What follows belongs to an exercise in optimizing a design on an open flow for small area and few clock cycles; a production flow would make more cautious choices. In this exercise RTL edits were held to simulation tests only and were not proved equivalent to the original.

==> trial 77 <==
==> flow/design.v (excerpt) <==
module oscillator_bank_renderer (
    input  wire        clk,
    input  wire        rst,
    input  wire        cmd_valid,
    output wire        cmd_ready,
    input  wire [31:0] cmd_word,
    output wire        rsp_valid,
    input  wire        rsp_ready,
    output wire [31:0] rsp_data,
    output wire        smp_valid,
    input  wire        smp_ready,
    output wire [7:0]  smp_data
);
    localparam [4:0]  AMP_MAX   = 5'd16;
    localparam [15:0] SLICE_LEN = 16'd4;
    localparam [3:0] OP_NOP = 4'h0, OP_WRL = 4'h1, OP_WRH = 4'h2, OP_RD = 4'h3,
                     OP_PLAY = 4'h4, OP_CENV = 4'h5, OP_RFORM = 4'h6,
                     OP_RFRIC = 4'h7, OP_RSIL = 4'h8, OP_RESET = 4'hF;
    localparam [1:0] SRC_SIL = 2'd0, SRC_ASP = 2'd1, SRC_FRIC = 2'd2, SRC_BUZZ = 2'd3;
    localparam [1:0] K_SIL = 2'd0, K_FORM = 2'd1, K_FRIC = 2'd2;
    localparam [1:0] S_IDLE = 2'd0, S_RESP = 2'd1, S_RUN = 2'd2;
    localparam [1:0] R_OFF = 2'd0, R_FIRST = 2'd1, R_EMIT = 2'd2;
    logic [6:0][15:0] osc_freq;
    logic [6:0][15:0] osc_phase;
    logic [6:0][1:0]  osc_tmb;     
    logic [6:0][4:0]  osc_amp;     
    logic [2:0][31:0] fosc_freq;
    logic [2:0][31:0] fosc_phase;
    logic [3:0][15:0] start_r;
    logic [3:0][15:0] end_r;
    logic [3:0][15:0] cur;
    logic             psync;
    logic [1:0]       timbre;
    logic             st_ill;
    logic             st_ovf;
    logic [3:0]       st_cause;
    logic [31:0]      badcmd;
    logic [1:0]       st;
    logic [7:0]       rsp_reg;     
    logic             rsp_zero;    
    logic [1:0]       rstate;      
    logic [1:0]       rkind;
    logic [17:0]      rcnt;        
    logic signed [7:0] out_r;
    logic             eng;         
    logic             pl_nr;       
    logic [1:0]       pl_src;
    logic [15:0]      pl_nm1;      
    logic [3:0]       g_upr;       
    logic [15:0]      pfin;        
    logic [3:0]       gl_cy;       
    logic             cy_ok;       
  ...
==> flow/config.mk <==
export PLATFORM = sky130hd
export DESIGN_NAME = oscillator_bank_renderer
export DESIGN_NICKNAME = oscillator_bank_renderer
export VERILOG_FILES = /design/flow/design.v
export SDC_FILE = /design/flow/constraint.sdc
export NUM_CORES = 4
export LEC_CHECK = 0
export CAP_MARGIN = 40
export CORE_MARGIN = 2
export CORE_UTILIZATION = 40
export CTS_CLUSTER_DIAMETER = 100
export CTS_CLUSTER_SIZE = 25
export SLEW_MARGIN = 40
==> flow/constraint.sdc <==
create_clock -name core_clock -period 20.0 [get_ports {clk}]
set_input_delay 4.0000 -clock core_clock [delete_from_list [all_inputs] [get_ports {clk}]]
set_output_delay 4.0000 -clock core_clock [all_outputs]
set_load 0.01 [all_outputs]
run.sh (not shown) runs the stock make flow with config.mk's settings and CLKGATE_MAP_FILE= SYNTH_SCRIPT=/design/flow/synth_recipe.tcl, a recipe that flattens the netlist after the stock synthesis.
==> trial 40 (differences from trial 77) <==
--- a/flow/design.v
+++ b/flow/design.v
@@ -124,14 +124,16 @@
                 c = (a[i] & b[i]) | ((a[i] ^ b[i]) & c);
             end
             radd[16] = c;
         end
     endfunction
     wire accept = (st == S_IDLE) && cmd_valid;
     wire legal  = (cause == 4'd0);
+    wire [2:0] rs_j = rsp_reg[4:2];
+    wire [1:0] rs_k = rsp_reg[2:1];
     reg [31:0] rd_val;
     always @(*) begin
         rd_val = 32'd0;
         if (!rsp_zero) begin
             case (rsp_reg)
             8'h00: rd_val = {29'd0, timbre, psync};
             8'h01: rd_val = {24'd0, st_cause, 2'b00, st_ovf, st_ill};
@@ -255,15 +257,15 @@
     always @(*) begin
         for (int c = 0; c < 4; c++) begin
             logic [16:0] mid, d_es, d_se, asum, adiff, cn;
             logic        cy;
             seg_s[c]    = (start_r[c] == 16'd0) ? end_r[c] : start_r[c];
             seg_e[c]    = (end_r[c] == 16'd0) ? start_r[c] : end_r[c];
             d_es        = radd(seg_e[c], ~seg_s[c], 1'b1);
-            d_se        = radd(~d_es[15:0], 16'd0, 1'b1);       
+            d_se        = radd(seg_s[c], ~seg_e[c], 1'b1);
             g_up[c]     = d_es[16];
             g_dist[c]   = g_up[c] ? d_es[15:0] : d_se[15:0];
             mid         = radd(seg_s[c], seg_e[c], 1'b0);
             cur_init[c] = (imm == 16'd1) ? mid[16:1] : seg_s[c];
             asum        = radd(gl_acc[c], gl_r[c], 1'b0);
             adiff       = radd(asum[15:0], ~pl_nm1, 1'b1);
             cy          = asum[16] | adiff[16];
--- a/flow/config.mk
+++ b/flow/config.mk
@@ -4,10 +4,11 @@
 export VERILOG_FILES = /design/flow/design.v
 export SDC_FILE = /design/flow/constraint.sdc
 export NUM_CORES = 4
 export LEC_CHECK = 0
 export CAP_MARGIN = 40
 export CORE_MARGIN = 2
 export CORE_UTILIZATION = 40
-export CTS_CLUSTER_DIAMETER = 100
+export CTS_CLUSTER_DIAMETER = 80
 export CTS_CLUSTER_SIZE = 25
+export PLACE_DENSITY = 0.75
 export SLEW_MARGIN = 40
==> build 3 (differences from trial 77) <==
--- a/flow/design.v
+++ b/flow/design.v
@@ -124,14 +124,16 @@
                 c = (a[i] & b[i]) | ((a[i] ^ b[i]) & c);
             end
             radd[16] = c;
         end
     endfunction
     wire accept = (st == S_IDLE) && cmd_valid;
     wire legal  = (cause == 4'd0);
+    wire [2:0] rs_j = rsp_reg[4:2];
+    wire [1:0] rs_k = rsp_reg[2:1];
     reg [31:0] rd_val;
     always @(*) begin
         rd_val = 32'd0;
         if (!rsp_zero) begin
             case (rsp_reg)
             8'h00: rd_val = {29'd0, timbre, psync};
             8'h01: rd_val = {24'd0, st_cause, 2'b00, st_ovf, st_ill};
@@ -255,15 +257,15 @@
     always @(*) begin
         for (int c = 0; c < 4; c++) begin
             logic [16:0] mid, d_es, d_se, asum, adiff, cn;
             logic        cy;
             seg_s[c]    = (start_r[c] == 16'd0) ? end_r[c] : start_r[c];
             seg_e[c]    = (end_r[c] == 16'd0) ? start_r[c] : end_r[c];
             d_es        = radd(seg_e[c], ~seg_s[c], 1'b1);
-            d_se        = radd(~d_es[15:0], 16'd0, 1'b1);       
+            d_se        = radd(seg_s[c], ~seg_e[c], 1'b1);
             g_up[c]     = d_es[16];
             g_dist[c]   = g_up[c] ? d_es[15:0] : d_se[15:0];
             mid         = radd(seg_s[c], seg_e[c], 1'b0);
             cur_init[c] = (imm == 16'd1) ? mid[16:1] : seg_s[c];
             asum        = radd(gl_acc[c], gl_r[c], 1'b0);
             adiff       = radd(asum[15:0], ~pl_nm1, 1'b1);
             cy          = asum[16] | adiff[16];
--- a/flow/config.mk
+++ b/flow/config.mk
@@ -4,10 +4,10 @@
 export VERILOG_FILES = /design/flow/design.v
 export SDC_FILE = /design/flow/constraint.sdc
 export NUM_CORES = 4
 export LEC_CHECK = 0
 export CAP_MARGIN = 40
 export CORE_MARGIN = 2
 export CORE_UTILIZATION = 40
-export CTS_CLUSTER_DIAMETER = 100
+export CTS_CLUSTER_DIAMETER = 80
 export CTS_CLUSTER_SIZE = 25
 export SLEW_MARGIN = 40
==> trial 67 (differences from trial 77) <==
--- a/flow/design.v
+++ b/flow/design.v
@@ -124,14 +124,16 @@
                 c = (a[i] & b[i]) | ((a[i] ^ b[i]) & c);
             end
             radd[16] = c;
         end
     endfunction
     wire accept = (st == S_IDLE) && cmd_valid;
     wire legal  = (cause == 4'd0);
+    wire [2:0] rs_j = rsp_reg[4:2];
+    wire [1:0] rs_k = rsp_reg[2:1];
     reg [31:0] rd_val;
     always @(*) begin
         rd_val = 32'd0;
         if (!rsp_zero) begin
             case (rsp_reg)
             8'h00: rd_val = {29'd0, timbre, psync};
             8'h01: rd_val = {24'd0, st_cause, 2'b00, st_ovf, st_ill};
@@ -255,15 +257,15 @@
     always @(*) begin
         for (int c = 0; c < 4; c++) begin
             logic [16:0] mid, d_es, d_se, asum, adiff, cn;
             logic        cy;
             seg_s[c]    = (start_r[c] == 16'd0) ? end_r[c] : start_r[c];
             seg_e[c]    = (end_r[c] == 16'd0) ? start_r[c] : end_r[c];
             d_es        = radd(seg_e[c], ~seg_s[c], 1'b1);
-            d_se        = radd(~d_es[15:0], 16'd0, 1'b1);       
+            d_se        = radd(seg_s[c], ~seg_e[c], 1'b1);
             g_up[c]     = d_es[16];
             g_dist[c]   = g_up[c] ? d_es[15:0] : d_se[15:0];
             mid         = radd(seg_s[c], seg_e[c], 1'b0);
             cur_init[c] = (imm == 16'd1) ? mid[16:1] : seg_s[c];
             asum        = radd(gl_acc[c], gl_r[c], 1'b0);
             adiff       = radd(asum[15:0], ~pl_nm1, 1'b1);
             cy          = asum[16] | adiff[16];
==> flow/config.mk (replaced) <==
export PLATFORM = sky130hd
export DESIGN_NAME = oscillator_bank_renderer
export DESIGN_NICKNAME = oscillator_bank_renderer
export VERILOG_FILES = /design/flow/design.v
export SDC_FILE = /design/flow/constraint.sdc
export NUM_CORES = 4
export LEC_CHECK = 0
export CAP_MARGIN = 40
export CORE_MARGIN = 2
export CORE_UTILIZATION = 40
export SLEW_MARGIN = 40
==> summary of the runs <==
Trial 40 went through all stages and came out clean. Build 3 passed the timing, DRC and antenna checks. Trial 67 finished with timing, DRC and antenna clean. Trial 77 produced a clean layout.
The lowest global-route usage belongs to trial 40, the highest to trial 77.
Critical path depth: trial 77 is lower than build 3 (2).
Count of clock-buffer cells in the layout: trial 77 is lower than trial 67 (123).
Maximum frequency: trial 40 < build 3 < trial 67 < trial 77.
The highest worst hold slack belongs to trial 40, the lowest to trial 67.
Synthesized cell count is the same in trial 40 and build 3.
Testbench counts of trial 77, summed over its fixed seeds: cycles 12,151.
Testbench counts of trial 40, summed over its fixed seeds: cycles 12,151.
Testbench counts of build 3, summed over its fixed seeds: cycles 12,151.
Testbench counts of trial 67, summed over its fixed seeds: cycles 12,151.

-- port drivers added, routing unchanged --
Ports are ideal in the flow. The routed layouts listed here were re-timed in OpenROAD. Step 1 (the two cells are an assumption about what drives the block):
set clk [get_ports {clk}]
set_driving_cell -lib_cell sky130_fd_sc_hd__clkbuf_16 $clk
set_driving_cell -lib_cell sky130_fd_sc_hd__buf_2 [delete_from_list [all_inputs] $clk]
Step 2, shift: input delay + t, output delay - t, t = (earliest + latest rising clock arrival at the registers) / 2. This alone moves slack from input paths to output paths. Slacks: no drivers / after step 1 / after step 2; pairs: no drivers / after step 1.
run	t, ns	slack for setup (ns)	slew at the worst register clock pin (ns)	worst slew at a driven data input, ns
trial 77	0.914	2.836 / 2.836 / 2.836	0.12 / 0.12	0.11
trial 40	0.942	2.531 / 2.531 / 2.531	0.11 / 0.11	0.09
build 3	0.913	2.726 / 2.726 / 2.726	0.11 / 0.11	0.05
trial 67	0.956	2.789 / 2.789 / 2.789	0.07 / 0.07	0.05
After both steps setup and hold are still met in every run listed.
